Background: an optimization exercise with open tools, aiming at small area, a short achievable clock period and few clock cycles. Do not read the settings as production practice.
In this exercise RTL edits were held to simulation tests only and were not proved equivalent to the original.
Power figures rest on the tool's default switching activity, not on a simulated workload.

### design.v
module crc8_step #(
    parameter [7:0] POLY = 8'h07
) (
    input  wire [7:0] crc_in,
    input  wire [7:0] data,
    output reg  [7:0] crc_out
);
    integer k;
    reg [7:0] x;
    always @* begin
        x = crc_in ^ data;
        for (k = 0; k < 8; k = k + 1)
            x = x[7] ? ((x << 1) ^ POLY) : (x << 1);
        crc_out = x;
    end
endmodule
module frame_rx #(
    parameter       QD       = 3,       
    parameter [7:0] CRC_POLY = 8'h07,
    parameter [7:0] CRC_INIT = 8'h00
) (
    input  wire        clk,
    input  wire        rst,
    input  wire        rx_valid,
    input  wire [7:0]  rx_data,
    output wire        rx_ready,
    output wire        msg_valid,
    input  wire        msg_ready,
    output wire [7:0]  msg_data,
    output wire        msg_first,
    output wire        msg_last,
    output wire        rx_idle,
    output reg  [31:0] cnt_msg,
    output reg  [31:0] cnt_cobs_err,
    output reg  [31:0] cnt_short,
    output reg  [31:0] cnt_crc_err,
    output reg  [31:0] cnt_acc_ovf
);
    reg       rdy;
    reg       s_v;
    reg [7:0] s_b;
    reg       s_z;
    wire      xfer = rx_valid & rdy;
    reg [6:0] enc;        
    reg [5:0] rl;         
    reg       doom;       
    reg [1:0] dsat;       
    reg [7:0] crc;
    reg [7:0] mem [0:63];
    reg [6:0] wp;         
    reg [6:0] fs;         
    reg [6:0] rp;         
    wire is_code = (rl == 6'd0);
    wire f_empty = (enc == 7'd0);
    wire f_full  = enc[6];                      
    wire dlm     = s_v & s_z & !f_empty;
    wire ovf     = s_v & !s_z & f_full;
    wire acc     = s_v & !s_z & !f_full;
    wire prod    = acc & (!is_code | !f_empty);
    wire [7:0] x = is_code ? 8'h00 : s_b;
    wire [7:0] crc_next;
    crc8_step #(.POLY(CRC_POLY)) u_crc (.crc_in(crc), .data(x), .crc_out(crc_next));
    wire cobs_bad = doom | !is_code;
    wire short_f  = (dsat != 2'd3);
    wire crc_bad  = (crc != 8'h00);
    wire good     = !cobs_bad & !short_f & !crc_bad;
    wire hold     = dlm & good & qfull;
    wire judge    = dlm & !hold;
    wire e_cobs   = judge & cobs_bad;
    wire e_short  = judge & !cobs_bad & short_f;
    wire e_crc    = judge & !cobs_bad & !short_f & crc_bad;
    wire commit   = judge & !cobs_bad & !short_f & !crc_bad;
    wire drop     = ovf | (judge & !commit);
    wire [6:0] wpm1 = wp - 7'd1;
    reg  [5:0] q [0:QD-1];
    reg  [2:0] qn;
    reg        ov, of, ol, nf;
    reg        idle;
    reg  [7:0] od;
    wire       can   = (qn != 3'd0);
    wire       ld    = can & (!ov | msg_ready);
    wire [5:0] rpn   = rp[5:0] + 6'd1;
    wire       lastb = (rpn == q[0]);
    wire       pop   = ld & lastb;
    wire [2:0] qidx  = qn - {2'b00, pop};
    wire [6:0] occ = wp - rp;
    wire       qfull = (qn == QD);
    wire       room  = ({1'b0, occ} + {7'd0, prod} + {7'd0, xfer}) <= 8'd63;
    wire       qroom = !(xfer & (rx_data == 8'h00) & (({1'b0, qn} + {3'd0, commit}) >= QD));
    assign rx_ready  = rdy;
    assign msg_valid = ov;
    assign msg_data  = od;
    assign msg_first = of;
    assign msg_last  = ol;
    assign rx_idle   = idle;
    integer i;
    always @(posedge clk) begin
        if (!hold) begin
            s_b <= rx_data;
            s_z <= (rx_data == 8'h00);
        end
        if (prod)
            mem[wp[5:0]] <= x;
        for (i = 0; i < QD; i = i + 1) begin
            if (pop && i < QD - 1)
                q[i] <= q[(i < QD - 1) ? i + 1 : i];
            if (commit && qidx == i)
                q[i] <= wpm1[5:0];
        end
        if (rst) begin
            rdy  <= 1'b1;
            s_v  <= 1'b0;
            enc  <= 7'd0;
            rl   <= 6'd0;
            doom <= 1'b0;
            dsat <= 2'd0;
            crc  <= CRC_INIT;
            wp   <= 7'd0;
            fs   <= 7'd0;
            rp   <= 7'd0;
            qn   <= 3'd0;
            ov   <= 1'b0;
            od   <= 8'h00;
            of   <= 1'b0;
            ol   <= 1'b0;
            nf   <= 1'b1;
            idle <= 1'b1;
            cnt_msg      <= 32'd0;
            cnt_cobs_err <= 32'd0;
            cnt_short    <= 32'd0;
            cnt_crc_err  <= 32'd0;
            cnt_acc_ovf  <= 32'd0;
        end else begin
            rdy <= room & qroom & !hold;
            if (!hold)
                s_v <= xfer;
            if (judge | ovf) begin
                enc  <= 7'd0;
                rl   <= 6'd0;
                doom <= 1'b0;
                dsat <= 2'd0;
                crc  <= CRC_INIT;
            end else if (acc) begin
                enc <= enc + 7'd1;
                if (is_code) begin
                    rl <= s_b[5:0] - 6'd1;
                    if (s_b[7] | (s_b[6] & (s_b[5:0] != 6'd0)))
                        doom <= 1'b1;
                end else begin
                    rl <= rl - 6'd1;
                end
                if (prod) begin
                    crc  <= crc_next;
                    dsat <= dsat + {1'b0, dsat != 2'd3};
                end
            end
            if (commit) begin
                wp <= wpm1;
                fs <= wpm1;
            end else if (drop) begin
                wp <= fs;
            end else if (prod) begin
                wp <= wp + 7'd1;
            end
            if (commit & !pop)
                qn <= qn + 3'd1;
            else if (!commit & pop)
                qn <= qn - 3'd1;
            idle <= !(hold ? s_v : xfer) & (qn + {2'b00, commit} == {2'b00, pop}) &
                    !(ld | (ov & !msg_ready));
            if (ld) begin
                od <= mem[rp[5:0]];
                of <= nf;
                ol <= lastb;
                ov <= 1'b1;
                nf <= lastb;
                rp <= rp + 7'd1;
            end else if (msg_ready) begin
                ov <= 1'b0;
            end
            if (commit)  cnt_msg      <= cnt_msg + 32'd1;
            if (e_cobs)  cnt_cobs_err <= cnt_cobs_err + 32'd1;
            if (e_short) cnt_short    <= cnt_short + 32'd1;
            if (e_crc)   cnt_crc_err  <= cnt_crc_err + 32'd1;
            if (ovf)     cnt_acc_ovf  <= cnt_acc_ovf + 32'd1;
        end
    end
endmodule
module frame_tx #(
    parameter       CD       = 6,       
    parameter [7:0] CRC_POLY = 8'h07,
    parameter [7:0] CRC_INIT = 8'h00
) (
    input  wire       clk,
    input  wire       rst,
    input  wire       tx_valid,
    input  wire [7:0] tx_data,
    input  wire       tx_last,
    output wire       tx_ready,
    output wire       wire_valid,
    input  wire       wire_ready,
    output wire [7:0] wire_data
);
    localparam [1:0] R_CODE = 2'd0, R_DATA = 2'd1, R_TAIL = 2'd2, R_DELIM = 2'd3;
    localparam CW = (CD > 8) ? 4 : (CD > 4) ? 3 : (CD > 2) ? 2 : 1;   
    reg       rdy;
    reg       s_v, s_l, s_z;
    reg [7:0] s_d;
    wire      xfer = tx_valid & rdy;
    reg  [6:0]   L;       
    reg  [5:0]   sl;      
    reg  [7:0]   crc;
    reg          fin;     
    reg          rsv;     
    reg  [7:0]   mem [0:63];
    reg  [6:0]   wp;      
    reg  [6:0]   rp;      
    reg  [CW-1:0] wi;     
    wire [7:0] crc_next;
    crc8_step #(.POLY(CRC_POLY)) u_crc (.crc_in(crc), .data(s_d), .crc_out(crc_next));
    wire       ckn  = (crc != 8'h00);               
    wire [7:0] code = fin ? {1'b1, L + 7'd1 + {6'd0, ckn}} : {1'b0, L + 7'd1};
    wire [6:0] occ  = wp - rp;
    wire       full = occ[6];
    wire       take = (fin | rsv) & !full;          
    reg  [CD-1:0] cq;          
    reg  [CW:0]   alloc;       
    reg  [CW:0]   mc;          
    reg  [CW-1:0] ri;          
    reg  [1:0] st;
    reg        first;     
    reg  [6:0] left;      
    reg        lc;        
    reg        lr;        
    reg  [7:0] rcrc;      
    reg        wv;
    reg  [7:0] wd;
    wire       adv  = !wv | wire_ready;
    wire [7:0] mr   = mem[rp[5:0]];
    wire       mc1  = mr[7] & cq[ri];                       
    wire       nod  = (mr[6:2] == 5'd0) & (mc1 ? (mr[1:0] == 2'd2) : (mr[1:0] == 2'd1));   
    wire       have = !(st == R_CODE && first) | (mc != 0);
    wire       go   = adv & have;
    wire       done = go & (st == R_DELIM);
    reg        pv;        
    reg        pz;        
    wire [7:0] rcrc_next;
    crc8_step #(.POLY(CRC_POLY)) u_rcrc (.crc_in(rcrc), .data(pz ? 8'h00 : wd), .crc_out(rcrc_next));
    wire [7:0] rcrc_cur = pv ? rcrc_next : rcrc;
    wire room  = ({1'b0, occ} + {7'd0, s_v} + {7'd0, fin} + {7'd0, xfer} + {7'd0, s_v & s_l}) <= 8'd63;
    reg  nb;              
    wire nb_n  = xfer ? tx_last : nb;
    wire aroom = !nb_n || (alloc + {{CW{1'b0}}, xfer & nb}) < CD;
    assign tx_ready   = rdy;
    assign wire_valid = wv;
    assign wire_data  = wd;
    always @(posedge clk) begin
        s_d <= tx_data;
        s_l <= tx_last;
        s_z <= (tx_data == 8'h00);
        if (s_v & !s_z)
            mem[wp[5:0]] <= s_d;
        else if ((s_v & s_z) | fin)
            mem[sl] <= code;
        if (fin)
            cq[wi] <= ckn;
        if ((s_v & s_z) | take)
            sl <= wp[5:0];
        if (rst) begin
            rdy   <= 1'b1;
            s_v   <= 1'b0;
            nb    <= 1'b1;
            L     <= 7'd0;
            crc   <= CRC_INIT;
            fin   <= 1'b0;
            rsv   <= 1'b0;
            sl    <= 6'd0;
            wp    <= 7'd1;        
            rp    <= 7'd0;
            wi    <= {CW{1'b0}};
            ri    <= {CW{1'b0}};
            alloc <= {(CW+1){1'b0}};
            mc    <= {(CW+1){1'b0}};
            st    <= R_CODE;
            first <= 1'b1;
            wv    <= 1'b0;
            wd    <= 8'h00;
            pv    <= 1'b0;
        end else begin
            rdy <= room & aroom & !(xfer & tx_last) & !rsv;
            s_v <= xfer;
            nb  <= nb_n;
            if (s_v | take)
                wp <= wp + 7'd1;
            if (s_v) begin
                crc <= crc_next;
                L   <= s_z ? 7'd0 : L + 7'd1;
            end
            fin <= s_v & s_l;
            if (fin) begin
                crc <= CRC_INIT;
                L   <= 7'd0;
                wi  <= (wi == CD - 1) ? {CW{1'b0}} : wi + 1'b1;
            end
            rsv <= (fin | rsv) & full;
            if ((xfer & nb) & !done)
                alloc <= alloc + 1'b1;
            else if (!(xfer & nb) & done)
                alloc <= alloc - 1'b1;
            if (fin & !(go & (st == R_CODE) & first))
                mc <= mc + 1'b1;
            else if (!fin & (go & (st == R_CODE) & first))
                mc <= mc - 1'b1;
            rcrc <= rcrc_cur;
            pv   <= 1'b0;
            if (adv)
                wv <= have;
            if (go) begin
                case (st)
                    R_CODE: begin
                        wd    <= {1'b0, mr[6:0]};
                        left  <= mr[6:0];
                        lc    <= mc1;
                        lr    <= mr[7];
                        first <= 1'b0;
                        rp    <= rp + 7'd1;
                        if (first)
                            rcrc <= CRC_INIT;
                        pv    <= !first;
                        pz    <= 1'b1;
                        if (nod)
                            st <= mr[7] ? R_TAIL : R_CODE;
                        else
                            st <= R_DATA;
                    end
                    R_DATA: begin
                        wd   <= mr;
                        rp   <= rp + 7'd1;
                        pv   <= 1'b1;
                        pz   <= 1'b0;
                        left <= left - 7'd1;
                        if (left == {6'd0, lc} + 7'd2)
                            st <= lr ? R_TAIL : R_CODE;
                    end
                    R_TAIL: begin
                        wd <= cq[ri] ? rcrc_cur : 8'h01;
                        st <= R_DELIM;
                    end
                    default: begin
                        wd    <= 8'h00;
                        st    <= R_CODE;
                        first <= 1'b1;
                        ri    <= (ri == CD - 1) ? {CW{1'b0}} : ri + 1'b1;
                    end
                endcase
            end
        end
    end
endmodule
module esp32_frame_link (
    input  wire        clk,
    input  wire        rst,
    input  wire        rx_valid,
    input  wire [7:0]  rx_data,
    output wire        rx_ready,
    output wire        msg_valid,
    input  wire        msg_ready,
    output wire [7:0]  msg_data,
    output wire        msg_first,
    output wire        msg_last,
    output wire        rx_idle,
    output wire [31:0] cnt_msg,
    output wire [31:0] cnt_cobs_err,
    output wire [31:0] cnt_short,
    output wire [31:0] cnt_crc_err,
    output wire [31:0] cnt_acc_ovf,
    input  wire        tx_valid,
    input  wire [7:0]  tx_data,
    input  wire        tx_last,
    output wire        tx_ready,
    output wire        wire_valid,
    input  wire        wire_ready,
    output wire [7:0]  wire_data
);
    frame_rx u_rx (
        .clk(clk), .rst(rst),
        .rx_valid(rx_valid), .rx_data(rx_data), .rx_ready(rx_ready),
        .msg_valid(msg_valid), .msg_ready(msg_ready), .msg_data(msg_data),
        .msg_first(msg_first), .msg_last(msg_last), .rx_idle(rx_idle),
        .cnt_msg(cnt_msg), .cnt_cobs_err(cnt_cobs_err), .cnt_short(cnt_short),
        .cnt_crc_err(cnt_crc_err), .cnt_acc_ovf(cnt_acc_ovf)
    );
    frame_tx u_tx (
        .clk(clk), .rst(rst),
        .tx_valid(tx_valid), .tx_data(tx_data), .tx_last(tx_last), .tx_ready(tx_ready),
        .wire_valid(wire_valid), .wire_ready(wire_ready), .wire_data(wire_data)
    );
endmodule
### flow/run.sh
#!/bin/bash
set -o pipefail
export SETUP_SLACK_MARGIN=6.3
bash standard.sh > flow_standard.log 2>&1
### config.mk
export PLATFORM = sky130hd
export DESIGN_NAME = esp32_frame_link
export DESIGN_NICKNAME = esp32_frame_link
export VERILOG_FILES = /design/flow/design.v
export SDC_FILE = /design/flow/constraint.sdc
export NUM_CORES = 4
export LEC_CHECK = 0
export CAP_MARGIN = 20
export CORE_MARGIN = 2
export CORE_UTILIZATION = 65
export CTS_BUF_LIST = sky130_fd_sc_hd__clkbuf_8
export CTS_CLUSTER_DIAMETER = 150
export CTS_CLUSTER_SIZE = 14
export SLEW_MARGIN = 20
### standard.sh
#!/bin/bash
# synth_recipe.tcl (not shown) runs the flow's synth.tcl, then flattens the netlist and writes it again
# the make line also repeats each setting of config.mk as NAME=value (left out here)
make -C /OpenROAD-flow-scripts/flow DESIGN_CONFIG=/design/flow/config.mk WORK_HOME=/design/flow/orfs CLKGATE_MAP_FILE= SYNTH_SCRIPT=/design/flow/synth_recipe.tcl "${@:-finish}"
### constraint.sdc
create_clock -name core_clock -period 10.0 [get_ports {clk}]
set_input_delay 2.0000 -clock core_clock [delete_from_list [all_inputs] [get_ports {clk}]]
set_output_delay 2.0000 -clock core_clock [all_outputs]
set_load 0.01 [all_outputs]
==> key figures, run 1 <==
Outcome
  • Status: finished clean

Power
  • Tot Pwr: 12.1 mW
  • Worst VDD drop: 0.000213 V
  • Pleak: 20.9 nW
  • PwrDens: 193 nW/µm²

Synthesis
  • Count of state elements after synthesis: 1381
  • Mapped Area: 57000 µm²
  • Syn nets: 3801
  • EDFF count, synth: 1075
  • Post-synth top cells: edfxtp_1, nor2_1, dfxtp_1
  • Primary FF master, synth: edfxtp_1
  • Most frequent cell after synthesis: edfxtp_1
  • Sequential share of the synthesized area: 67.4%
  • Synth top area cells: edfxtp_1, mux4_2, dfxtp_1
  • Synth warn: 4
  • Synth async-reset ratio: 0%
  • Area share of the largest cell type after synthesis: 56.6%
  • Netlist cell types: 78
  • Mapped Avg Cell Area: 15.3 µm²
  • Leading area contributor after synthesis: edfxtp_1
  • Synth Instances: 3721

Setup path
  • Crit end category: flip-flop
  • CP max-delay cell: a2111oi_0
  • Type of the worst setup path: flip-flop to flip-flop
  • Worst R2R Path Depth: 10
  • Crit-path max cell delay: 0.67 ns
  • CP max FO: 35
  • WP depth: 10
  • Worst Setup Start Kind: flip-flop
  • R2r setup slk: 6.32 ns
  • CP top delay family: compound AO/OA/AOI/OAI gates
  • CP required: 10.73 ns
  • WP buf/inv: 3
  • Crit path cell chain: buf_4, inv_1, buf_4, mux4_2, nor2_1, a2111oi_0, o21ai_1, o22ai_1, a22oi_1, nor2_1
  • Crit path DAT: 4.41 ns

STA
  • Final Critical Period: 3.68 ns
  • Fmax: 0.272 GHz
  • Final hold vios: 0
  • Worst slew pin tran: 1.11 ns
  • Setup tns final: 0 ns
  • Pins Over Slew Limit: 0
  • Final setup fails: 0
  • Final Cycle Share: 36.8%
  • RSZ-0062 raised after global routing: true
  • Slew HR: 25.4%
  • Final Skew: 0.0585 ns

Floorplanning
  • I/O pins: 206
  • Die Width: 300 µm
  • Core area: 86900 µm²
  • Num rows: 108
  • Die ar.: 90100 µm²
  • Die Y: 300 µm
  • Initial Util: 65.6%

Clocking
  • Root buffer cell: clkbuf_8
  • Hold_buf cts: 0
  • CTS tree: built
  • Skew-Pair Late Insertion Delay: 0.83 ns
  • Clock buffer depth: 3
  • # H-tree levels: 3
  • Clock sink total: 1381
  • CTS Buf Count: 108
  • Clock Pin Slew Worst Setup and Hold Paths: 0.09 ns

Placement
  • Detailed Place HPWL: 87100 µm
  • I/O Buffers: 205
  • Dpl cell area: 60400 µm²
  • Gpl congestion: 0.887

Global route
  • Initial antenna violation count: 4
  • First-pass GRT wire length: 202000 µm
  • Largest net degree at the start of global routing: 110
  • Overflow left after global routing: 0
  • Vias in the first global route: 33100
  • GRT Overall Usage: 29.8%

Finish
  • Nets: 4003
  • Footprint of the multi-input gates: 18000 µm²
  • Seq. cell area: 38500 µm²
  • Layout cells sized above 1: 15.3%
  • Post-Route Utilization: 71.9%
  • Final instance area: 62500 µm²
  • Filler Cell Count: 5554
  • Layout Area Growth over Synthesis: 9.59%

Detailed routing
  • Final ANT Viol Nets: 0
  • TritonRoute pass-1 iters: 6
  • WL met2: 67700 µm
  • Post-Route M1 WL: 50500 µm
  • Via Count: 32700
  • 1st-iter DRT viols: 3136
  • DRC violations left: 0
  • Met3 WL: 9110 µm
  • Wirelength, routed: 133000 µm
  • Drt via density: 6.33
  • WL/cell: 25.7 µm
  • DR top layer: met5

Min path
  • Hold depth: 1
  • Hold Path Class: flip-flop to flip-flop

Run
  • Max Cap Viol: 0
[kinds of logic (layout without fill, tap and decap cells)]
kind of cell             count (synthesis)  after routing  synth area share, %
XOR/XNOR                               283            283                 4.40
flip-flops                            1381           1381                 67.4
AND/OR/NAND/NOR                       1066           1066                 8.80
multiplexers                           369            369                 13.1
adder cells (fa/ha/maj)                 57             57                 1.33
AO/OA/AOI/OAI                          315            315                 3.33
other                                    0              2                    0
buffers and inverters                  250            539                 1.72
[path summary, 6_finish.rpt]
path	startpoint	to
worst max-delay path	flip-flop	u_tx.wd[6]
worst min register to register	u_tx.rsv	u_tx.rdy
worst max register to register	flip-flop	u_tx.wd[6]
worst min-delay path	u_tx.rsv	u_tx.rdy
[worst reg2reg max path: stages, from the launching register on]
cell	delay (ns)
dfxtp_1	0.32
buf_4	0.47
inv_1	0.38
buf_4	0.35
mux4_2	0.40
nor2_1	0.06
a2111oi_0	0.67
o21ai_1	0.41
o22ai_1	0.33
a22oi_1	0.09
nor2_1	0.10
[metrics by stage]
stage / cells / setup slack, ns / hold slack [ns]
after floorplan: 3721 / 5.28 / 0.420
after global placement: 4950 / 5.06 / 0.446
after detailed placement: 4950 / 4.92 / 0.454
after CTS: 5158 / 6.31 / 0.465
after global routing: 5167 / 6.24 / 0.479
final: 5167 / 6.32 / 0.464
[repair_timing]
item | CTS | global route
gates resized for setup | 249 | 21
buffers inserted | 10 | 5
setup endpoints to repair | 249 | 115
pin swaps | 1 | 0
cloned | 1 | 1
[layout by cell type (no fill, tap or decap), drive strengths merged, types with 8 or more instances in the layout]
| cell | count |
|---|---|
| mux2 | 16 |
| and4 | 11 |
| or3 | 48 |
| nor3 | 42 |
| xor2 | 136 |
| xnor2 | 145 |
| a22oi | 14 |
| clkbuf | 111 |
| edfxtp | 1075 |
| nand4 | 45 |
| dfxtp | 306 |
| a21o | 14 |
| nand3b | 9 |
| nor2b | 34 |
| nand2b | 21 |
| dlygate4sd2 | 182 |
| ha | 51 |
| or4 | 13 |
| mux2i | 55 |
| mux4 | 298 |
| nand3 | 80 |
| or2 | 14 |
| and3 | 41 |
| a211oi | 19 |
| inv | 157 |
| buf | 56 |
| a31oi | 11 |
| o21ai | 87 |
| a21oi | 109 |
| clkinv | 8 |
| nor4 | 17 |
| clkdlybuf4s50 | 20 |
| nand2 | 214 |
| nor2 | 447 |
| and2 | 11 |
| o22ai | 16 |
[per-layer routing]
metal	vias up	GRT usage [%]
met4	2	11.9
met5	-	0
met3	280	4.53
met2	1336	50.9
li1	14500	-
met1	16600	39.0
[report_power, final]
group	internal (mW)	total (mW)	switching (mW)
combinational	1.02	2.51	1.49
sequential	6.57	6.74	0.172
clock	1.03	2.82	1.79
[area by class of cell]
type                       instances  area share (%)
antenna                            2         0.00801
clock buffer                     110            2.42
timing repair inverter             1         0.00801
timing repair buffer             261            3.83
clock inverter                    87           0.589
sequential                      1381            61.6
tap                             1155            2.31
multi-input combinational       2090            28.8
inverter                          80           0.491
[registers in the layout (all words and copies together) (netlist names), 18 cells and up, named ones only]
register           flops
u_rx.cnt_acc_ovf      32
u_rx.cnt_cobs_err     32
u_rx.cnt_crc_err      32
u_rx.cnt_msg          32
u_rx.cnt_short        32
u_rx.mem             512
u_rx.q                18
u_tx.mem             512
Testbench counts, summed over its fixed seeds: cycles 32,702.
==> run 2: changes to the inputs <==
==> flow/run.sh (replaced) <==
#!/bin/bash
set -o pipefail
export SETUP_SLACK_MARGIN=6.8
bash standard.sh > flow_standard.log 2>&1
==> run 2 against run 1 <==
Compared with the run above: final area increased by 5.5%; first-iteration DRC count rose by 20%; synthesized area did not move; sequential power hardly changed; core utilization is 4.0 points higher; clock skew grew 0.0047 ns; setup slack improved by 0.31 ns; worst hold slack got worse by 0.020 ns; non-clock buffer count grew 223; power is 1.9% higher; global-route usage grew 1.1 points.
==> key figures, run 2 <==
Placement
  • Dpl ws: 4.93 ns
  • Placed Cells: 4943
  • Gpl congestion: 0.890
  • Detailed Place HPWL: 85200 µm
  • I/O Buffers: 205

STA
  • Pins Over Slew Limit: 0
  • Slew HR: 32.1%
  • Setup tns final: 0 ns
  • Final Critical Period: 3.37 ns
  • Final Cycle Share: 33.7%
  • Final Skew: 0.0632 ns
  • RSZ-0062 raised after global routing: true
  • Fmax: 0.297 GHz
  • Final setup fails: 0
  • Worst slew pin tran: 1.01 ns
  • Final hold vios: 0
  • Setup slack after layout: 6.63 ns

Detailed routing
  • WL/cell: 26.1 µm
  • Wirelength, routed: 140000 µm
  • Via Count: 34100
  • TritonRoute pass-1 iters: 8
  • 1st-iter DRT viols: 3748
  • Final ANT Viol Nets: 0
  • DRC violations left: 0
  • Drt via density: 6.36

Global route
  • Overflow left after global routing: 0
  • Met1 Use GR: 41.2%
  • Vias in the first global route: 34500
  • Layer with the highest usage: met2
  • Grt met3 use: 4.06%
  • GRT Overall Usage: 30.9%
  • Met2 Use GR: 52.1%
  • Initial antenna violation count: 3
  • First-pass GRT wire length: 209000 µm
  • Largest net degree at the start of global routing: 96

Clocking
  • CTS tree: built
  • Root buffer cell: clkbuf_8
  • # H-tree levels: 3
  • Clock sink total: 1381
  • CTS Buf Count: 108
  • Hold_buf cts: 0
  • Clock Pin Slew Worst Setup and Hold Paths: 0.09 ns
  • Clock buffer depth: 3
  • Skew-Pair Late Insertion Delay: 0.83 ns

Min path
  • Hold Path Class: flip-flop to flip-flop
  • Hold depth: 1
  • Hold EP: u_tx.rdy
  • HP Start: u_tx.rsv

Power
  • Sw Pwr: 3.58 mW
  • Switching share of power: 29.1%
  • Worst VDD drop: 0.000140 V
  • P_int: 8.72 mW
  • PwrDens: 187 nW/µm²
  • Gate power share: 22.8%
  • Seq pwr share: 54.6%
  • Clock power share: 22.6%
  • Pleak: 21.8 nW

Synthesis
  • Sequential share of the synthesized area: 67.4%
  • Leading area contributor after synthesis: edfxtp_1
  • Primary FF master, synth: edfxtp_1
  • Most frequent cell after synthesis: edfxtp_1
  • Synth top area cells: edfxtp_1, mux4_2, dfxtp_1
  • Count of state elements after synthesis: 1381
  • Synth Instances: 3721
  • Area share of the largest cell type after synthesis: 56.6%
  • Syn nets: 3801
  • Mapped Avg Cell Area: 15.3 µm²
  • Post-synth top cells: edfxtp_1, nor2_1, dfxtp_1
  • Netlist cell types: 78
  • Synth async-reset ratio: 0%
  • Synth warn: 4
  • Mapped Area: 57000 µm²
  • EDFF count, synth: 1075

Finish
  • Footprint of the multi-input gates: 18800 µm²
  • Largest registers: u_rx.mem (512), u_tx.mem (512)
  • Filler Cell Count: 5049
  • Nets: 4230
  • Seq. cell area: 38800 µm²
  • Most frequent cells in the layout: edfxtp_1, nor2_1, mux4_2
  • Layout cells sized above 1: 31.0%
  • Commonest non-fill, non-tap cell in the layout: edfxtp_1
  • Post-Layout Cell Count: 5367
  • Layout Area Growth over Synthesis: 15.6%

Floorplanning
  • Core area: 86900 µm²
  • Die Width: 300 µm
  • Die Y: 300 µm
  • I/O pins: 206
  • Die ar.: 90100 µm²
  • Num rows: 108
  • Initial Util: 65.6%

Setup path
  • Crit end category: flip-flop
  • Worst Setup Start Kind: input pin
  • CP required: 10.51 ns
  • Worst R2R Path Depth: 4
  • CP max FO: 5
  • Crit path DAT: 3.88 ns
  • Crit-path max cell delay: 0.25 ns
  • Reg-to-Reg End: u_tx.mem[63][6]
  • CP top delay family: simple AND/OR/NAND/NOR gates
  • Cell repeated most along the worst path: buf_6
  • CP max-delay cell: or2_4
  • R2r setup slk: 6.76 ns
  • Type of the worst setup path: input pin to flip-flop
  • Crit path cell chain: buf_6, nor2b_4, or2_4, nor4_4, o2111ai_4, inv_1, ha_2, ha_4, xor2_4, nor2_4, nand3b_1, buf_6, nand2_4, o21ai_2
  • WP buf/inv: 3
  • Origin of the critical flop-to-flop path: u_tx.s_z

Outcome
  • Status: finished clean

Run
  • Max Cap Viol: 0
-- run 2: changes by cell type in the layout (fill, tap and decap cells not counted), sizes merged --
cell / delta
or4: +1
dlygate4sd2: -182
dlymetal6s2s: -1
clkbuf: +3
diode: -1
clkdlybuf4s50: -2
nand3: +1
clkdlybuf4s15: -1
buf: +404
mux2i: +2
inv: -24
clkinvlp: +3
clkinv: -3
-- run 2: per-layer routing --
| metal | share of wire, % | up-vias |
|---|---|---|
| met2 | 51 | 1499 |
| li1 | - | 14900 |
| met4 | 4.3 | 2 |
| met1 | 38 | 17400 |
| met5 | 0.0093 | - |
| met3 | 7.1 | 332 |
-- run 2: logic make-up after synthesis --
group,synth area share [%]
xor gates and xnor gates,4.40
adders and majority gates,1.33
AOI/OAI and AO/OA,3.33
muxes,13.1
buffers and inverters,1.72
and+or+nand+nor,8.80
DFF,67.4
-- run 2: repair_timing --
item / CTS / global route
cloned: 7 / 5
resized for setup: 1396 / 116
setup buffers: 194 / 46
setup endpoints to repair: 921 / 979
pin swaps: 18 / 17
-- run 2: worst max path at each step --
stage / from / endpoint / slack (ns) / cells past startpoint
global route: msg_ready / u_rx.q[1][3] / 6.61 / 14
global placement: msg_ready / u_rx.q[0][0] / 5.01 / 12
detailed placement: msg_ready / u_rx.q[1][4] / 4.93 / 13
finish: msg_ready / u_rx.q[1][4] / 6.63 / 14
CTS: u_rx.rl[0] / u_rx.qn[2] / 6.59 / 11
floorplan: msg_ready / u_rx.q[1][0] / 5.85 / 13
-- run 2: cell type report --
| cell class | instances | area share [%] |
|---|---|---|
| Sequential cell | 1381 | 58.9 |
| Multi-Input combinational cell | 2094 | 28.5 |
| Timing Repair Buffer | 484 | 7.26 |
| Clock buffer | 108 | 2.25 |
| Tap cell | 1155 | 2.19 |
| Inverter | 80 | 0.492 |
| Clock inverter | 63 | 0.401 |
| Timing Repair inverter | 1 | 0.00759 |
| Antenna cell | 1 | 0.00380 |
-- run 2: power groups by stage --
| stage | clock network (mW) | registers, mW | logic (mW) |
|---|---|---|---|
| after CTS | 2.81 | 6.72 | 2.69 |
| after detailed placement | 0 | 6.93 | 2.39 |
| after global routing | 3.03 | 6.74 | 2.99 |
| after global placement | 0 | 6.92 | 2.31 |
| after floorplan | 0 | 6.80 | 1.79 |
| final | 2.78 | 6.72 | 2.80 |
-- run 2: per-stage QoR --
| stage | util [%] | instance area (µm²) | hold WS [ns] | power (mW) |
|---|---|---|---|---|
| final | 75.9 | 65900 | 0.443 | 12.3 |
| after global routing | 75.9 | 65900 | 0.470 | 12.8 |
| after global placement | 69.5 | 60400 | 0.441 | 9.23 |
| after CTS | 74.8 | 65000 | 0.442 | 12.2 |
| after floorplan | - | 57300 | 0.424 | 8.59 |
| after detailed placement | 69.6 | 60400 | 0.448 | 9.32 |
==> run 3: changes to the inputs <==
--- a/design.v
+++ b/design.v
@@ -79,10 +79,10 @@
     reg  [7:0] od;
     wire       can   = (qn != 3'd0);
     wire       ld    = can & (!ov | msg_ready);
-    wire [5:0] rpn   = rp[5:0] + 6'd1;
-    wire       lastb = (rpn == q[0]);
+    reg  [1:0] qh, qt;    
+    wire [5:0] rpn2  = rp[5:0] + 6'd2;
+    wire       lastb = (rpn2 == q[qh]);
     wire       pop   = ld & lastb;
-    wire [2:0] qidx  = qn - {2'b00, pop};
     wire [6:0] occ = wp - rp;
     wire       qfull = (qn == QD);
     wire       room  = ({1'b0, occ} + {7'd0, prod} + {7'd0, xfer}) <= 8'd63;
@@ -93,7 +93,6 @@
     assign msg_first = of;
     assign msg_last  = ol;
     assign rx_idle   = idle;
-    integer i;
     always @(posedge clk) begin
         if (!hold) begin
             s_b <= rx_data;
@@ -101,12 +100,8 @@
         end
         if (prod)
             mem[wp[5:0]] <= x;
-        for (i = 0; i < QD; i = i + 1) begin
-            if (pop && i < QD - 1)
-                q[i] <= q[(i < QD - 1) ? i + 1 : i];
-            if (commit && qidx == i)
-                q[i] <= wpm1[5:0];
-        end
+        if (commit)
+            q[qt] <= wp[5:0];
         if (rst) begin
             rdy  <= 1'b1;
             s_v  <= 1'b0;
@@ -119,6 +114,8 @@
             fs   <= 7'd0;
             rp   <= 7'd0;
             qn   <= 3'd0;
+            qh   <= 2'd0;
+            qt   <= 2'd0;
             ov   <= 1'b0;
             od   <= 8'h00;
             of   <= 1'b0;
@@ -162,6 +159,10 @@
             end else if (prod) begin
                 wp <= wp + 7'd1;
             end
+            if (commit)
+                qt <= (qt == QD - 1) ? 2'd0 : qt + 2'd1;
+            if (pop)
+                qh <= (qh == QD - 1) ? 2'd0 : qh + 2'd1;
             if (commit & !pop)
                 qn <= qn + 3'd1;
             else if (!commit & pop)
==> run 3 against run 2 <==
Compared with the run above: final cell count is 1.0% higher; routed wire length decreased by 1.1%; synthesized cell count rose by 1.3%; first-iteration DRC count fell by 0.27%; clock skew fell by 0.0043 ns; clock-buffer cell count rose by 3; highest routed layer is now met4.
==> key figures, run 3 <==
Outcome
  • Status: finished clean

STA
  • Final Critical Period: 3.43 ns
  • Final Cycle Share: 34.3%
  • Final Skew: 0.0589 ns
  • Final hold vios: 0
  • Setup slack after layout: 6.57 ns
  • Pins Over Slew Limit: 0
  • Setup tns final: 0 ns
  • Slew HR: 20.7%
  • Fmax: 0.291 GHz
  • RSZ-0062 raised after global routing: true
  • Worst slew pin tran: 1.19 ns
  • Final setup fails: 0

Clocking
  • Clock Pin Slew Worst Setup and Hold Paths: 0.10 ns
  • CTS Buf Count: 109
  • CTS tree: built
  • Skew-Pair Late Insertion Delay: 0.79 ns
  • Hold_buf cts: 0
  • Root buffer cell: clkbuf_8
  • # H-tree levels: 3
  • Clock buffer depth: 3
  • Clock sink total: 1387

Detailed routing
  • WL/cell: 25.6 µm
  • Final ANT Viol Nets: 0
  • 1st-iter DRT viols: 3738
  • Via Count: 34300
  • TritonRoute pass-1 iters: 6
  • Drt via density: 6.32
  • DRC violations left: 0
  • Wirelength, routed: 139000 µm

Min path
  • HP Start: u_rx.fs[6]
  • Hold EP: u_rx.fs[6]
  • Hold Path Class: flip-flop to flip-flop
  • Hold depth: 2

Floorplanning
  • Num rows: 108
  • Initial Util: 65.7%
  • Die Y: 300 µm
  • Die ar.: 90200 µm²
  • I/O pins: 206
  • Die Width: 300 µm
  • Core area: 86900 µm²

Synthesis
  • Syn nets: 3849
  • Mapped Avg Cell Area: 15.1 µm²
  • Post-synth top cells: edfxtp_1, nor2_1, dfxtp_1
  • Sequential share of the synthesized area: 67.5%
  • Primary FF master, synth: edfxtp_1
  • Synth Instances: 3770
  • Synth top area cells: edfxtp_1, dfxtp_1, mux4_2
  • Leading area contributor after synthesis: edfxtp_1
  • Most frequent cell after synthesis: edfxtp_1
  • Area share of the largest cell type after synthesis: 56.6%
  • Count of state elements after synthesis: 1387
  • Synth warn: 3
  • Synth async-reset ratio: 0%
  • EDFF count, synth: 1075
  • Netlist cell types: 79
  • Mapped Area: 57100 µm²

Finish
  • Largest registers: u_rx.mem (512), u_tx.mem (512)
  • Commonest non-fill, non-tap cell in the layout: edfxtp_1
  • Most frequent cells in the layout: edfxtp_1, nor2_1, buf_4
  • Post-Layout Cell Count: 5423
  • Layout cells sized above 1: 30.5%
  • Nets: 4302
  • Layout Area Growth over Synthesis: 15.9%

Setup path
  • Critical path origin: u_tx.s_v
  • Crit end category: flip-flop
  • Reg-to-Reg End: u_tx.mem[34][7]
  • CP top delay family: simple AND/OR/NAND/NOR gates
  • Worst Setup Start Kind: flip-flop
  • R2r setup slk: 6.57 ns
  • Crit path DAT: 3.84 ns
  • WP buf/inv: 2
  • CP max-delay cell: nor2_2
  • Crit-path max cell delay: 0.67 ns
  • Worst R2R Path Depth: 6
  • Type of the worst setup path: flip-flop to flip-flop
  • Cell repeated most along the worst path: buf_4
  • CP max FO: 31
  • CP required: 10.41 ns
  • Crit path cell chain: buf_4, mux2i_4, buf_4, mux2i_2, nand2_1, nor2_2
  • Origin of the critical flop-to-flop path: u_tx.s_v

Global route
  • First-pass GRT wire length: 206000 µm
  • Largest net degree at the start of global routing: 116
  • Overflow left after global routing: 0
  • Initial antenna violation count: 4
  • GRT Overall Usage: 30.3%
  • Vias in the first global route: 34200

Placement
  • Gpl congestion: 0.852
  • I/O Buffers: 205
  • Detailed Place HPWL: 84300 µm
  • Dpl ws: 5.54 ns
  • Placed Cells: 5002

Power
  • Pleak: 21.9 nW
  • Tot Pwr: 12.1 mW
  • Worst VDD drop: 0.000171 V
  • PwrDens: 183 nW/µm²

Run
  • Max Cap Viol: 0
[run 3: changes by cell type in the layout (fill, tap and decap cells not counted), moves of 15 or more]
cell / change
a21oi_1: +18
nor2b_1: -19
mux2i_1: +63
buf_4: +21
dfxtp_4: -15
mux4_2: -43
o221ai_1: +16
inv_1: -30
o21ai_0: +41
nor2_4: +30
[run 3: final cells by class]
type                    count  area (µm²)
diodes                      4        10.0
clock inverters            41         184
inverters                  70         288
multi-input cells        2148       18700
clock buffers             111        1530
fillers                  5055       20700
repair buffers            507        5070
flip-flops and latches   1387       38900
well taps                1155        1450
[run 3: kinds of logic (layout without fill, tap and decap cells)]
family	after synthesis	in the layout	synth area share (%)
flip-flops	1387	1387	67.5
AND/OR/NAND/NOR	1044	1044	8.34
multiplexers	397	397	12.8
AO/OA/AOI/OAI	384	384	4.05
XOR/XNOR	267	267	4.10
buffers and inverters	235	729	1.84
adder cells (fa/ha/maj)	56	56	1.31
other	0	4	0
[run 3: power by group]
group / internal [mW] / total [mW] / switching [mW] / leakage [nW]
clock network: 1.02 / 2.76 / 1.75 / 1.02
registers: 6.57 / 6.73 / 0.160 / 12.4
logic: 1.13 / 2.64 / 1.51 / 8.49
[run 3: worst register-to-register path, delay by kind of cell, from the launching register on]
kind | cells | cell delay (ns)
DFF | 1 | 0.34
buffers and inverters | 2 | 0.68
and+or+nand+nor | 2 | 1.24
muxes | 2 | 0.82
[run 3: how the worst max path moves through the flow]
stage,end,slack [ns],depth (start not counted)
final,u_tx.mem[34][7],6.57,6
after global routing,u_rx.mem[28][7],6.46,7
after CTS,u_tx.mem[6][1],6.48,6
after detailed placement,u_tx.mc[3],5.54,13
after global placement,u_tx.alloc[3],5.58,12
after floorplan,u_tx.mc[3],6.17,13
[run 3: through the flow]
stage	utilization (%)	instance area [µm²]	hold slack (ns)
2_1_floorplan	-	57200	0.438
3_3_place_gp	69.4	60300	0.455
3_5_place_dp	69.4	60300	0.478
4_1_cts	74.4	64600	0.501
5_1_grt	76.1	66100	0.523
6_report	76.1	66100	0.496
[run 3: what timing repair did]
item,CTS,global route
setup endpoints to repair,1484,1296
pin swaps,7,17
buffers inserted,185,72
cloned,1,7
gates resized for setup,1335,196
[run 3: per-layer routing]
layer | part of all wire (%) | track usage, % | wire length [µm] | up-vias
met5 | 0 | 0 | 0 | -
met4 | 3.9 | 10.9 | 5370 | 0
met3 | 6.6 | 4.50 | 9160 | 295
met2 | 52 | 52.1 | 71500 | 1479
met1 | 38 | 39.9 | 52600 | 17400
li1 | - | - | - | 15100
Testbench counts of run 3, summed over its fixed seeds: cycles 32,702.
==> run 4: changes to the inputs <==
==> flow/run.sh (replaced) <==
#!/bin/bash
set -o pipefail
export SETUP_SLACK_MARGIN=6.6
bash standard.sh > flow_standard.log 2>&1
==> run 4 against run 3 <==
Compared with the run above: synthesized cell count did not move; worst hold slack got worse by 0.010 ns; register-to-register slack got worse by 0.08 ns; largest cell class unchanged; sequential share of layout area rose by 2.3 points; final area fell by 3.8%; combinational power fell by 5%.
==> key figures, run 4 <==
STA
  • Final Critical Period: 3.51 ns
  • RSZ-0062 raised after global routing: true
  • Worst slew pin tran: 1.14 ns
  • Slew HR: 24.0%
  • Pins Over Slew Limit: 0
  • Fmax: 0.285 GHz
  • Final hold vios: 0
  • Setup tns final: 0 ns
  • Fin Hold WS: 0.486 ns
  • Final setup fails: 0
  • Final Skew: 0.0370 ns
  • Final Cycle Share: 35.1%

Synthesis
  • Most frequent cell after synthesis: edfxtp_1
  • Leading area contributor after synthesis: edfxtp_1
  • Count of state elements after synthesis: 1387
  • Mapped Area: 57100 µm²
  • Synth async-reset ratio: 0%
  • Synth Instances: 3770
  • Netlist cell types: 79
  • Synth warn: 3
  • Syn nets: 3849
  • Primary FF master, synth: edfxtp_1
  • Mapped Avg Cell Area: 15.1 µm²
  • EDFF count, synth: 1075
  • Area share of the largest cell type after synthesis: 56.6%
  • Synth top area cells: edfxtp_1, dfxtp_1, mux4_2
  • Sequential share of the synthesized area: 67.5%
  • Post-synth top cells: edfxtp_1, nor2_1, dfxtp_1

Setup path
  • Worst Setup Start Kind: flip-flop
  • Crit-path max cell delay: 0.88 ns
  • Crit end category: flip-flop
  • Crit path cell chain: buf_4, mux2i_4, buf_4, nand3b_1, o21ai_0, nand2_1, nor2_1
  • CP max-delay cell: nor2_1
  • Type of the worst setup path: flip-flop to flip-flop
  • CP max FO: 21
  • Cell repeated most along the worst path: buf_4
  • CP required: 10.42 ns
  • Crit path DAT: 3.93 ns
  • Worst R2R Path Depth: 7

Global route
  • Initial antenna violation count: 7
  • Overflow left after global routing: 0
  • GRT Overall Usage: 29.6%
  • First-pass GRT wire length: 202000 µm
  • Largest net degree at the start of global routing: 96
  • Vias in the first global route: 33800

Floorplanning
  • Core area: 86900 µm²
  • Die Y: 300 µm
  • Die ar.: 90200 µm²
  • Initial Util: 65.7%
  • I/O pins: 206
  • Die Width: 300 µm
  • Num rows: 108

Run
  • Max Cap Viol: 0

Finish
  • Nets: 4200
  • Most frequent cells in the layout: edfxtp_1, nor2_1, mux4_2
  • Largest registers: u_rx.mem (512), u_tx.mem (512)
  • Layout Area Growth over Synthesis: 11.5%
  • Layout cells sized above 1: 26.4%
  • Commonest non-fill, non-tap cell in the layout: edfxtp_1

Detailed routing
  • Final ANT Viol Nets: 0
  • DRC violations left: 0
  • 1st-iter DRT viols: 3658
  • Via Count: 33600
  • Drt via density: 6.28
  • WL/cell: 25.0 µm
  • Wirelength, routed: 134000 µm
  • TritonRoute pass-1 iters: 5

Power
  • Switching share of power: 28.1%
  • Worst VDD drop: 0.000236 V
  • PwrDens: 189 nW/µm²
  • Seq pwr share: 55.9%
  • Tot Pwr: 12.0 mW
  • Gate power share: 20.8%
  • Clock power share: 23.3%
  • Pleak: 21.3 nW
  • Sw Pwr: 3.38 mW
  • P_int: 8.64 mW

Clocking
  • CTS tree: built
  • # H-tree levels: 3
  • Clock buffer depth: 3
  • Clock Pin Slew Worst Setup and Hold Paths: 0.10 ns
  • CTS Buf Count: 109
  • Skew-Pair Late Insertion Delay: 0.81 ns
  • Clock sink total: 1387
  • Root buffer cell: clkbuf_8

Placement
  • I/O Buffers: 205
  • Detailed Place HPWL: 83000 µm
  • Gpl congestion: 0.878

Min path
  • Hold Path Class: flip-flop to flip-flop
  • Hold depth: 2

Outcome
  • Status: finished clean
==> run 4: cell count changes in the layout (fill, tap and decap cells not counted), sizes merged <==
cell | previous run | this run
a31oi | 15 | 16
buf | 478 | 374
bufbuf | 0 | 1
clkbuf | 121 | 113
clkdlybuf4s15 | 0 | 4
clkdlybuf4s50 | 18 | 19
clkinv | 9 | 10
diode | 4 | 5
dlymetal6s2s | 0 | 1
inv | 100 | 124
==> run 4: metrics by stage <==
step / instances / worst slack, ns / util (%) / instance area [µm²]
2_1_floorplan: 3770 / 6.17 / - / 57200
3_3_place_gp: 5002 / 5.40 / 69.4 / 60300
3_5_place_dp: 5002 / 5.37 / 69.4 / 60300
4_1_cts: 5307 / 6.45 / 72.5 / 63000
5_1_grt: 5344 / 6.32 / 73.2 / 63600
6_report: 5345 / 6.49 / 73.2 / 63600
==> run 4: cells by family (layout without fill, tap and decap cells) <==
| logic type | count (synthesis) | after routing | share of synthesized area [%] |
|---|---|---|---|
| adders and majority gates | 56 | 56 | 1.31 |
| and+or+nand+nor | 1044 | 1044 | 8.34 |
| xor gates and xnor gates | 267 | 267 | 4.10 |
| other | 0 | 5 | 0 |
| muxes | 397 | 397 | 12.8 |
| buffers and inverters | 235 | 649 | 1.84 |
| DFF | 1387 | 1387 | 67.5 |
| AOI/OAI and AO/OA | 384 | 385 | 4.05 |
==> run 4: routing by layer <==
metal,global-route usage [%],wire [µm]
met2,50.4,68200
met5,0,26
met3,4.34,8460
met1,39.1,51500
met4,11.2,5430
==> run 4: worst max-delay path: cells and delay by family, from the launching register on <==
kind / cells / cell delay (ns)
simple gates: 3 / 1.46
mux: 1 / 0.55
buf+inv: 2 / 0.64
compound gates: 1 / 0.15
flops: 1 / 0.32
==> run 4: final timing paths <==
check,start,to,slack [ns]
worst max register to register,u_tx.s_v,u_tx.mem[4][0],6.49
worst min register to register,u_rx.cnt_msg[1],u_rx.cnt_msg[1],0.49
worst min-delay path,u_rx.cnt_msg[1],u_rx.cnt_msg[1],0.49
worst max-delay path,u_tx.s_v,u_tx.mem[4][0],6.49
==> run 4: area by class of cell <==
cell class,instances,area (µm²)
antenna,5,12.5
clock buffer,109,1500
clock inverter,66,322
fill,5491,23300
inverter,70,282
multi-input combinational,2149,18200
sequential,1387,38900
tap,1155,1450
timing repair buffer,404,3020
==> run 4: repair_timing <==
| action | 4_1_cts | 5_1_grt |
|---|---|---|
| hold buffers | 0 | 0 |
| pin swaps | 16 | 3 |
| hold endpoints to repair | 0 | 0 |
| setup buffers | 128 | 30 |
| gates resized for setup | 1036 | 84 |
| cloned | 2 | 3 |
| setup endpoints to repair | 809 | 652 |
==> run 4: power groups by stage <==
stage | sequential, mW | clock, mW | combinational, mW
after floorplan | 6.80 | 0 | 1.69
after global placement | 6.90 | 0 | 2.15
after detailed placement | 6.91 | 0 | 2.22
after CTS | 6.72 | 2.85 | 2.40
after global routing | 6.74 | 3.05 | 2.69
final | 6.72 | 2.80 | 2.50
==> run 5: changes to the inputs <==
--- a/design.v
+++ b/design.v
@@ -224,6 +224,11 @@
     wire [6:0] occ  = wp - rp;
     wire       full = occ[6];
     wire       take = (fin | rsv) & !full;          
+    wire [6:0] wp_n = (s_v | take) ? wp + 7'd1 : wp;
+    wire [5:0] sl_n = ((s_v & s_z) | take) ? wp[5:0] : sl;
+    reg  [5:0] wa;        
+    reg        wed;       
+    reg        wec;       
     reg  [CD-1:0] cq;          
     reg  [CW:0]   alloc;       
     reg  [CW:0]   mc;          
@@ -259,10 +264,9 @@
         s_d <= tx_data;
         s_l <= tx_last;
         s_z <= (tx_data == 8'h00);
-        if (s_v & !s_z)
-            mem[wp[5:0]] <= s_d;
-        else if ((s_v & s_z) | fin)
-            mem[sl] <= code;
+        if (wed | wec)
+            mem[wa] <= wed ? s_d : code;
+        wa <= (xfer & (tx_data != 8'h00)) ? wp_n[5:0] : sl_n;
         if (fin)
             cq[wi] <= ckn;
         if ((s_v & s_z) | take)
@@ -275,6 +279,8 @@
             crc   <= CRC_INIT;
             fin   <= 1'b0;
             rsv   <= 1'b0;
+            wed   <= 1'b0;
+            wec   <= 1'b0;
             sl    <= 6'd0;
             wp    <= 7'd1;        
             rp    <= 7'd0;
@@ -298,6 +304,8 @@
                 L   <= s_z ? 7'd0 : L + 7'd1;
             end
             fin <= s_v & s_l;
+            wed <= xfer & (tx_data != 8'h00);
+            wec <= (xfer & (tx_data == 8'h00)) | (s_v & s_l);
             if (fin) begin
                 crc <= CRC_INIT;
                 L   <= 7'd0;
==> flow/run.sh (replaced) <==
#!/bin/bash
set -o pipefail
export SETUP_SLACK_MARGIN=6.7
bash standard.sh > flow_standard.log 2>&1
==> run 5 against run 4 <==
Compared with the run above: highest routed layer is now met4; synthesized cell count rose by 0.32%; largest power group unchanged; critical path type is now flip-flop to output port; final cell count rose by 1.3%; first-iteration DRC count is 4.0% lower; critical endpoint is now msg_data[6]; final area rose by 2.1%; setup slack better by 0.17 ns; routed wire length grew 3.1%.
==> key figures, run 5 <==
Global route
  • Vias in the first global route: 34300
  • GRT Overall Usage: 30.3%
  • Overflow left after global routing: 0
  • First-pass GRT wire length: 206000 µm
  • Initial antenna violation count: 3
  • Largest net degree at the start of global routing: 104

STA
  • Final Skew: 0.0277 ns
  • RSZ-0062 raised after global routing: true
  • Setup tns final: 0 ns
  • Final Critical Period: 3.34 ns
  • Final setup fails: 0
  • Worst slew pin tran: 1.15 ns
  • Fin Hold WS: 0.457 ns
  • Slew HR: 23.4%
  • Final hold vios: 0
  • Final Cycle Share: 33.4%
  • Fmax: 0.299 GHz
  • Pins Over Slew Limit: 0

Setup path
  • Crit path cell chain: buf_6
  • Crit path DAT: 1.34 ns
  • Crit end category: output port
  • CP top delay family: flip-flops
  • CP max FO: 2
  • CP required: 8.00 ns
  • Type of the worst setup path: flip-flop to output port
  • Worst Setup Start Kind: flip-flop
  • WP buf/inv: 1
  • Crit-path max cell delay: 0.43 ns
  • CP max-delay cell: dfxtp_4

Synthesis
  • Syn nets: 3862
  • Most frequent cell after synthesis: edfxtp_1
  • Area share of the largest cell type after synthesis: 56.6%
  • Synth warn: 3
  • Count of state elements after synthesis: 1395
  • Synth Instances: 3782
  • Sequential share of the synthesized area: 67.8%
  • Mapped Area: 57000 µm²
  • EDFF count, synth: 1075
  • Synth async-reset ratio: 0%
  • Primary FF master, synth: edfxtp_1
  • Synth top area cells: edfxtp_1, dfxtp_1, mux4_2
  • Mapped Avg Cell Area: 15.1 µm²
  • Netlist cell types: 84
  • Post-synth top cells: edfxtp_1, nor2_1, dfxtp_1
  • Leading area contributor after synthesis: edfxtp_1

Placement
  • I/O Buffers: 205
  • Gpl congestion: 0.886
  • Dpl cell area: 60300 µm²
  • Detailed Place HPWL: 85300 µm

Clocking
  • Clock Pin Slew Worst Setup and Hold Paths: 0.09 ns
  • CTS Buf Count: 109
  • Clock buffer depth: 3
  • Clock sink total: 1395
  • CTS tree: built
  • Root buffer cell: clkbuf_8
  • Hold_buf cts: 0
  • # H-tree levels: 3
  • Skew-Pair Late Insertion Delay: 0.81 ns

Detailed routing
  • Final ANT Viol Nets: 0
  • Met3 WL: 10200 µm
  • Wirelength, routed: 138000 µm
  • Drt via density: 6.35
  • Post-Route M1 WL: 50700 µm
  • Via Count: 34400
  • WL/cell: 25.4 µm
  • TritonRoute pass-1 iters: 5
  • DRC violations left: 0
  • DR top layer: met4
  • WL met2: 70400 µm
  • 1st-iter DRT viols: 3510

Finish
  • Commonest non-fill, non-tap cell in the layout: edfxtp_1
  • Nets: 4263
  • Footprint of the multi-input gates: 18000 µm²
  • Largest registers: u_rx.mem (512), u_tx.mem (512)
  • Filler Cell Count: 5199
  • Layout Area Growth over Synthesis: 13.9%
  • Post-Route Utilization: 74.8%
  • Seq. cell area: 39100 µm²
  • Most frequent cells in the layout: edfxtp_1, nor2_1, mux4_2
  • Layout cells sized above 1: 27.5%
  • Final instance area: 65000 µm²

Power
  • PwrDens: 184 nW/µm²
  • Pleak: 21.8 nW
  • Tot Pwr: 11.9 mW
  • Worst VDD drop: 0.000172 V

Run
  • Max Cap Viol: 0

Min path
  • Hold Path Class: flip-flop to flip-flop

Floorplanning
  • Num rows: 108
  • I/O pins: 206
  • Core area: 86900 µm²
  • Die ar.: 90100 µm²
  • Die Width: 300 µm
  • Die Y: 300 µm
  • Initial Util: 65.6%

Outcome
  • Status: finished clean
run 5: cell count changes in the layout (fill, tap and decap cells not counted), moves of 18 or more:
| cell | delta |
|---|---|
| nand3_1 | +18 |
| xor2_1 | +29 |
| buf_6 | +181 |
| buf_2 | -164 |
| buf_4 | +49 |
| a22oi_1 | +27 |
| dfxtp_4 | +19 |
| mux2i_1 | -26 |
run 5: timing repair:
item | CTS | global route
hold endpoints to repair | 0 | 0
pin swaps | 9 | 4
cloned | 0 | 0
buffers inserted | 177 | 44
gates resized for setup | 1311 | 51
endpoints found under the setup margin | 783 | 896
run 5: where the power goes:
group	switching (mW)	internal, mW
sequential	0.184	6.65
combinational	1.39	0.903
clock	1.79	1.02
total	3.36	8.57
run 5: metal layers:
| metal | up-vias | global-route usage (%) |
|---|---|---|
| met5 | - | 0 |
| met1 | 17300 | 38.9 |
| met2 | 1567 | 52.2 |
| met3 | 357 | 4.89 |
| li1 | 15100 | - |
| met4 | 0 | 12.1 |
run 5: final timing paths:
check | startpoint | to | slack (ns) | depth (start not counted)
worst max-delay path | u_rx.od[6] | msg_data[6] | 6.66 | 1
worst min register to register | u_rx.fs[5] | u_rx.fs[5] | 0.46 | 2
worst max register to register | flip-flop | u_tx.st[1] | 6.77 | 9
worst min-delay path | u_rx.fs[5] | u_rx.fs[5] | 0.46 | 2
run 5: cell families (layout without fill, tap and decap cells):
kind of cell	Yosys count	in the layout	synth area share, %
AND/OR/NAND/NOR	1065	1065	8.70
buffers and inverters	228	703	1.62
multiplexers	355	355	11.8
flip-flops	1395	1395	67.8
XOR/XNOR	284	284	4.39
adder cells (fa/ha/maj)	57	57	1.33
AO/OA/AOI/OAI	398	398	4.30
other	0	3	0
run 5: layout make-up:
class / instances / area share (%)
flip-flops and latches: 1395 / 60.2
multi-input cells: 2159 / 27.7
repair buffers: 460 / 6.77
clock buffers: 110 / 2.33
well taps: 1155 / 2.22
clock inverters: 75 / 0.470
inverters: 58 / 0.364
diodes: 3 / 0.0116
run 5: per-stage QoR:
stage               instances  worst slack (ns)
floorplan                3782              6.16
global placement         5005              5.60
detailed placement       5005              5.56
CTS                      5367              6.61
global route             5415              6.61
finish                   5415              6.66
Testbench counts of run 5, summed over its fixed seeds: cycles 32,702.
==> run 6: changes to the inputs <==
==> flow/run.sh (replaced) <==
#!/bin/bash
set -o pipefail
export SETUP_SLACK_MARGIN=6.5
bash standard.sh > flow_standard.log 2>&1
==> run 6 against run 5 <==
Compared with the run above: sequential cell count did not move; highest routed layer unchanged; sequential share of layout area increased by 2.1 points; worst hold slack gained 0.0020 ns; still clean on timing, DRC and antenna; final cell count shrank 4.1%; critical path depth grew 9; sequential power about the same; first-iteration DRC count up 11%.
==> key figures, run 6 <==
Outcome
  • Status: finished clean

Clocking
  • Skew-Pair Late Insertion Delay: 0.80 ns
  • CTS tree: built
  • Clock buffer depth: 3
  • Hold_buf cts: 0
  • CTS Buf Count: 109
  • # H-tree levels: 3
  • Clock sink total: 1395
  • Clock Pin Slew Worst Setup and Hold Paths: 0.10 ns
  • Root buffer cell: clkbuf_8

Power
  • Seq pwr share: 58.1%
  • Switching share of power: 27.9%
  • Sw Pwr: 3.29 mW
  • Gate power share: 18.3%
  • Pleak: 20.2 nW
  • Clock power share: 23.6%
  • PwrDens: 188 nW/µm²
  • Worst VDD drop: 0.000148 V
  • P_int: 8.51 mW

Setup path
  • Crit path cell chain: clkdlybuf4s50_1, and3_1, ha_2, inv_2, ha_1, a21o_1, a21oi_1, xnor2_1, or3_1, a21oi_1
  • CP top delay family: buffers and inverters
  • CP max-delay cell: clkdlybuf4s50_1
  • Type of the worst setup path: input pin to flip-flop
  • WP buf/inv: 2
  • Worst Setup Start Kind: input pin
  • Crit end category: flip-flop
  • Cell repeated most along the worst path: a21oi_1
  • CP required: 10.71 ns
  • Crit path DAT: 4.24 ns
  • Crit-path max cell delay: 0.53 ns
  • CP max FO: 3

Global route
  • Overflow left after global routing: 0
  • Initial antenna violation count: 1
  • Vias in the first global route: 32900
  • GRT Overall Usage: 29.3%
  • Largest net degree at the start of global routing: 103
  • First-pass GRT wire length: 199000 µm

STA
  • RSZ-0062 raised after global routing: true
  • Slew HR: 26.6%
  • Final Critical Period: 3.53 ns
  • Fmax: 0.284 GHz
  • Setup tns final: 0 ns
  • Final setup fails: 0
  • Final Skew: 0.0405 ns
  • Final Cycle Share: 35.3%
  • Setup slack after layout: 6.47 ns
  • Pins Over Slew Limit: 0
  • Fin Hold WS: 0.459 ns
  • Final hold vios: 0
  • Worst slew pin tran: 1.10 ns

Synthesis
  • Synth warn: 3
  • Post-synth top cells: edfxtp_1, nor2_1, dfxtp_1
  • Count of state elements after synthesis: 1395
  • Synth async-reset ratio: 0%
  • Syn nets: 3862
  • Primary FF master, synth: edfxtp_1
  • Netlist cell types: 84
  • Most frequent cell after synthesis: edfxtp_1
  • Sequential share of the synthesized area: 67.8%
  • Synth Instances: 3782
  • Mapped Avg Cell Area: 15.1 µm²
  • Synth top area cells: edfxtp_1, dfxtp_1, mux4_2
  • EDFF count, synth: 1075
  • Area share of the largest cell type after synthesis: 56.6%
  • Leading area contributor after synthesis: edfxtp_1
  • Mapped Area: 57000 µm²

Detailed routing
  • 1st-iter DRT viols: 3895
  • Final ANT Viol Nets: 0
  • DRC violations left: 0
  • TritonRoute pass-1 iters: 6
  • Drt via density: 6.37
  • WL/cell: 25.5 µm
  • Via Count: 33100
  • Wirelength, routed: 132000 µm

Floorplanning
  • Die Y: 300 µm
  • Core area: 86900 µm²
  • Initial Util: 65.6%
  • Num rows: 108
  • I/O pins: 206
  • Die ar.: 90100 µm²
  • Die Width: 300 µm

Run
  • Max Cap Viol: 0

Finish
  • Post-Layout Cell Count: 5192
  • Nets: 4062
  • Layout Area Growth over Synthesis: 9.92%
  • Layout cells sized above 1: 20.6%
  • Largest registers: u_rx.mem (512), u_tx.mem (512)
  • Commonest non-fill, non-tap cell in the layout: edfxtp_1
  • Filler Cell Count: 5542
  • Most frequent cells in the layout: edfxtp_1, nor2_1, mux4_2
  • Final instance area: 62700 µm²

Min path
  • Hold Path Class: flip-flop to flip-flop

Placement
  • Placed Cells: 5005
  • I/O Buffers: 205
  • Gpl congestion: 0.893
  • Dpl cell area: 60200 µm²
  • Dpl ws: 5.48 ns
  • Detailed Place HPWL: 84400 µm
[run 6: metrics by stage]
step	util, %	power [mW]
after CTS	71.9	11.8
final	72.1	11.8
after global placement	69.3	8.99
after floorplan	-	8.42
after global routing	72.1	12.3
after detailed placement	69.3	9.07
[run 6: metal layers]
metal / GRT usage (%) / wire [µm] / vias up
met5: 0 / 0 / -
met3: 4.21 / 9160 / 314
li1: - / - / 14600
met2: 50.8 / 67900 / 1445
met1: 38.4 / 50200 / 16700
met4: 10.3 / 4960 / 0
[run 6: layout make-up]
cell class | count | area, µm² | share of cell area (%)
flip-flops and latches | 1395 | 39000 | 62.2
multi-input cells | 2159 | 17700 | 28.2
well taps | 1155 | 1450 | 2.31
inverters | 58 | 236 | 0.377
clock inverters | 52 | 236 | 0.377
clock buffers | 110 | 1510 | 2.42
repair buffers | 259 | 2540 | 4.06
diodes | 4 | 10.0 | 0.0160
[run 6: power groups by stage]
stage / Sequential (mW) / Clock (mW) / Combinational, mW
2_1_floorplan: 6.88 / 0 / 1.54
3_3_place_gp: 6.99 / 0 / 1.99
3_5_place_dp: 7.00 / 0 / 2.07
4_1_cts: 6.86 / 2.83 / 2.12
5_1_grt: 6.88 / 3.04 / 2.33
6_report: 6.86 / 2.79 / 2.16
[run 6: final timing paths]
kind                   start         endpoint  slack, ns  depth (start not counted)
setup / recovery    tx_valid    u_tx.alloc[3]       6.47                         10
hold / removal    u_rx.fs[6]       u_rx.fs[6]       0.46                          2
setup reg to reg    u_tx.wed  u_tx.mem[14][6]       6.47                          4
hold reg to reg   u_rx.fs[6]       u_rx.fs[6]       0.46                          2
[run 6: what timing repair did]
action | CTS | global route
pin swaps | 6 | 4
resized for setup | 665 | 86
setup buffers | 11 | 10
endpoints found under the setup margin | 771 | 580
[run 6: tightest hold or removal path, delay by kind of cell (launching register included)]
family,cells,cell delay [ns]
and+or+nand+nor,1,0.05
AOI/OAI and AO/OA,1,0.05
DFF,1,0.32
[run 6: kinds of logic (layout without fill, tap and decap cells)]
family                     Yosys count  in the layout  synth area share (%)
muxes                              355            355                  11.8
DFF                               1395           1395                  67.8
and+or+nand+nor                   1065           1065                  8.70
other                                0              4                     0
AOI/OAI and AO/OA                  398            398                  4.30
xor gates and xnor gates           284            284                  4.39
buffers and inverters              228            479                  1.62
adders and majority gates           57             57                  1.33
==> run 7: changes to the inputs <==
==> flow/run.sh (replaced) <==
#!/bin/bash
set -o pipefail
export SETUP_SLACK_MARGIN=6.7
bash standard.sh > flow_standard.log 2>&1
--- a/config.mk
+++ b/config.mk
@@ -7,7 +7,7 @@
 export LEC_CHECK = 0
 export CAP_MARGIN = 20
 export CORE_MARGIN = 2
-export CORE_UTILIZATION = 65
+export CORE_UTILIZATION = 72
 export CTS_BUF_LIST = sky130_fd_sc_hd__clkbuf_8
 export CTS_CLUSTER_DIAMETER = 150
 export CTS_CLUSTER_SIZE = 14
==> run 7 against run 6 <==
Compared with the run above: still clean on timing, DRC and antenna; final cell count is 1.3% higher; synthesized area is the same; critical endpoint is now u_tx.st[1]; sequential cell count did not move; clock skew rose by 0.015 ns; non-clock buffer count grew 159; setup slack better by 0.24 ns; die area is 9.6% lower; final area increased by 1.7%; critical path depth unchanged; power grew 0.74%; critical path type is now flip-flop to flip-flop; combinational power increased by 5%.
==> key figures, run 7 <==
Outcome
  • Status: finished clean

Detailed routing
  • Final ANT Viol Nets: 0
  • Wirelength, routed: 138000 µm
  • Via Count: 34600
  • Drt via density: 6.58
  • 1st-iter DRT viols: 4013

STA
  • Final Skew: 0.0555 ns
  • Slew HR: 23.7%
  • Pins Over Slew Limit: 0
  • RSZ-0062 raised after global routing: true
  • Final setup fails: 0
  • Final hold vios: 0
  • Final Critical Period: 3.29 ns
  • Worst slew pin tran: 1.14 ns
  • Setup tns final: 0 ns
  • Fmax: 0.304 GHz

Setup path
  • CP top delay family: simple AND/OR/NAND/NOR gates
  • Crit path DAT: 3.95 ns
  • Worst Setup Start Kind: flip-flop
  • Type of the worst setup path: flip-flop to flip-flop
  • CP required: 10.66 ns
  • CP max-delay cell: and2_1
  • Crit-path max cell delay: 0.62 ns
  • Crit path cell chain: buf_4, and2_1, nor2b_1, nor4_1, nor4_1, buf_4, nor4_1, o2111ai_1, nor2_1, o31a_1
  • CP max FO: 47
  • Crit end category: flip-flop

Floorplanning
  • Core area: 78700 µm²
  • Die Y: 285 µm
  • I/O pins: 206
  • Die Width: 285 µm
  • Num rows: 103
  • Initial Util: 72.4%
  • Die ar.: 81500 µm²

Global route
  • Vias in the first global route: 35000
  • Largest net degree at the start of global routing: 106
  • GRT Overall Usage: 34.0%

Synthesis
  • Primary FF master, synth: edfxtp_1
  • Syn nets: 3862
  • Mapped Area: 57000 µm²
  • Leading area contributor after synthesis: edfxtp_1
  • Most frequent cell after synthesis: edfxtp_1
  • Sequential share of the synthesized area: 67.8%
  • Mapped Avg Cell Area: 15.1 µm²
  • Netlist cell types: 84
  • Synth Instances: 3782
  • Synth top area cells: edfxtp_1, dfxtp_1, mux4_2
  • Count of state elements after synthesis: 1395
  • Area share of the largest cell type after synthesis: 56.6%
  • Synth warn: 3

Power
  • Clock power share: 23.5%
  • Gate power share: 19.0%
  • P_int: 8.56 mW
  • Switching share of power: 28.1%
  • PwrDens: 187 nW/µm²
  • Seq pwr share: 57.4%
  • Pleak: 21.4 nW

Clocking
  • CTS tree: built
  • Clock sink total: 1395
  • Root buffer cell: clkbuf_8
  • Skew-Pair Late Insertion Delay: 0.78 ns
  • Clock Pin Slew Worst Setup and Hold Paths: 0.09 ns
  • # H-tree levels: 3
  • CTS Buf Count: 109

Finish
  • Nets: 4221
  • Post-Layout Cell Count: 5260
  • Most frequent cells in the layout: edfxtp_1, nor2_1, mux4_2
  • Layout Area Growth over Synthesis: 11.7%
  • Largest registers: u_rx.mem (512), u_tx.mem (512)

Placement
  • Detailed Place HPWL: 86500 µm
  • I/O Buffers: 205

Min path
  • Hold Path Class: flip-flop to flip-flop
-- run 7: cell counts after synthesis --
No cell type changed its count.
-- run 7: what timing repair did --
action,CTS,global route
buffers inserted,158,21
pin swaps,7,6
endpoints found under the setup margin,965,915
gates resized for setup,1132,82
hold buffers,0,0
-- run 7: area by class of cell --
type                            count  area, µm²
Sequential cell                  1395      39100
Multi-Input combinational cell   2159      17900
Fill cell                        4067      15000
Timing Repair Buffer              418       3350
Clock buffer                      109       1500
Tap cell                         1050       1310
Clock inverter                     66        305
Inverter                           58        236
Antenna cell                        5       12.5
-- run 7: final timing paths --
path	start	end	slack [ns]	cells after the start
hold / removal	u_rx.fs[5]	u_rx.fs[5]	0.47	2
hold reg to reg	u_rx.fs[5]	u_rx.fs[5]	0.47	2
setup / recovery	flip-flop	u_tx.st[1]	6.71	10
setup reg to reg	flip-flop	u_tx.st[1]	6.71	10
-- run 7: cell families (layout without fill, tap and decap cells) --
kind of cell / count (synthesis) / after routing / share of synthesized area [%]
xor+xnor: 284 / 284 / 4.39
fa+ha+maj: 57 / 57 / 1.33
simple gates: 1065 / 1065 / 8.70
other cells: 0 / 5 / 0
flops: 1395 / 1395 / 67.8
buf+inv: 228 / 651 / 1.62
compound gates: 398 / 398 / 4.30
mux: 355 / 355 / 11.8
-- run 7: power groups by stage --
stage                     sequential (mW)  clock, mW  combinational, mW
final                                6.83       2.80               2.26
after global routing                 6.85       3.02               2.43
after CTS                            6.84       2.82               2.17
after detailed placement             7.00          0               2.06
after global placement               6.98          0               1.97
after floorplan                      6.88          0               1.54
-- run 7: metrics by stage --
stage          setup WS, ns  area, µm²  util (%)  hold slack (ns)
2_1_floorplan          6.16      57200         -            0.432
3_3_place_gp           5.60      60100      76.4            0.441
3_5_place_dp           5.50      60100      76.4            0.455
4_1_cts                6.57      63300      80.3            0.468
5_1_grt                6.65      63700      80.9            0.501
6_report               6.71      63700      80.9            0.466
-- run 7: metal layers --
layer,up-vias,wire (µm),GRT usage (%)
li1,15000,-,-
met1,17100,48200,43.5
met2,2050,70200,57.7
met3,418,11800,5.18
met4,0,7480,16.6
met5,-,0,0
-- run 7: tightest hold or removal path: stages (launching register included) --
cell and delay [ns]:
dfxtp_1 0.32, nand2_1 0.05, a21oi_1 0.05

Check on run 7: ideal ports give 6.710 ns setup slack; a clkbuf_16 on the clock port and buf_2 on the inputs give 6.654 ns; moving port delays by the midpoint clock arrival (0.820 ns) as well gives 5.962 ns.
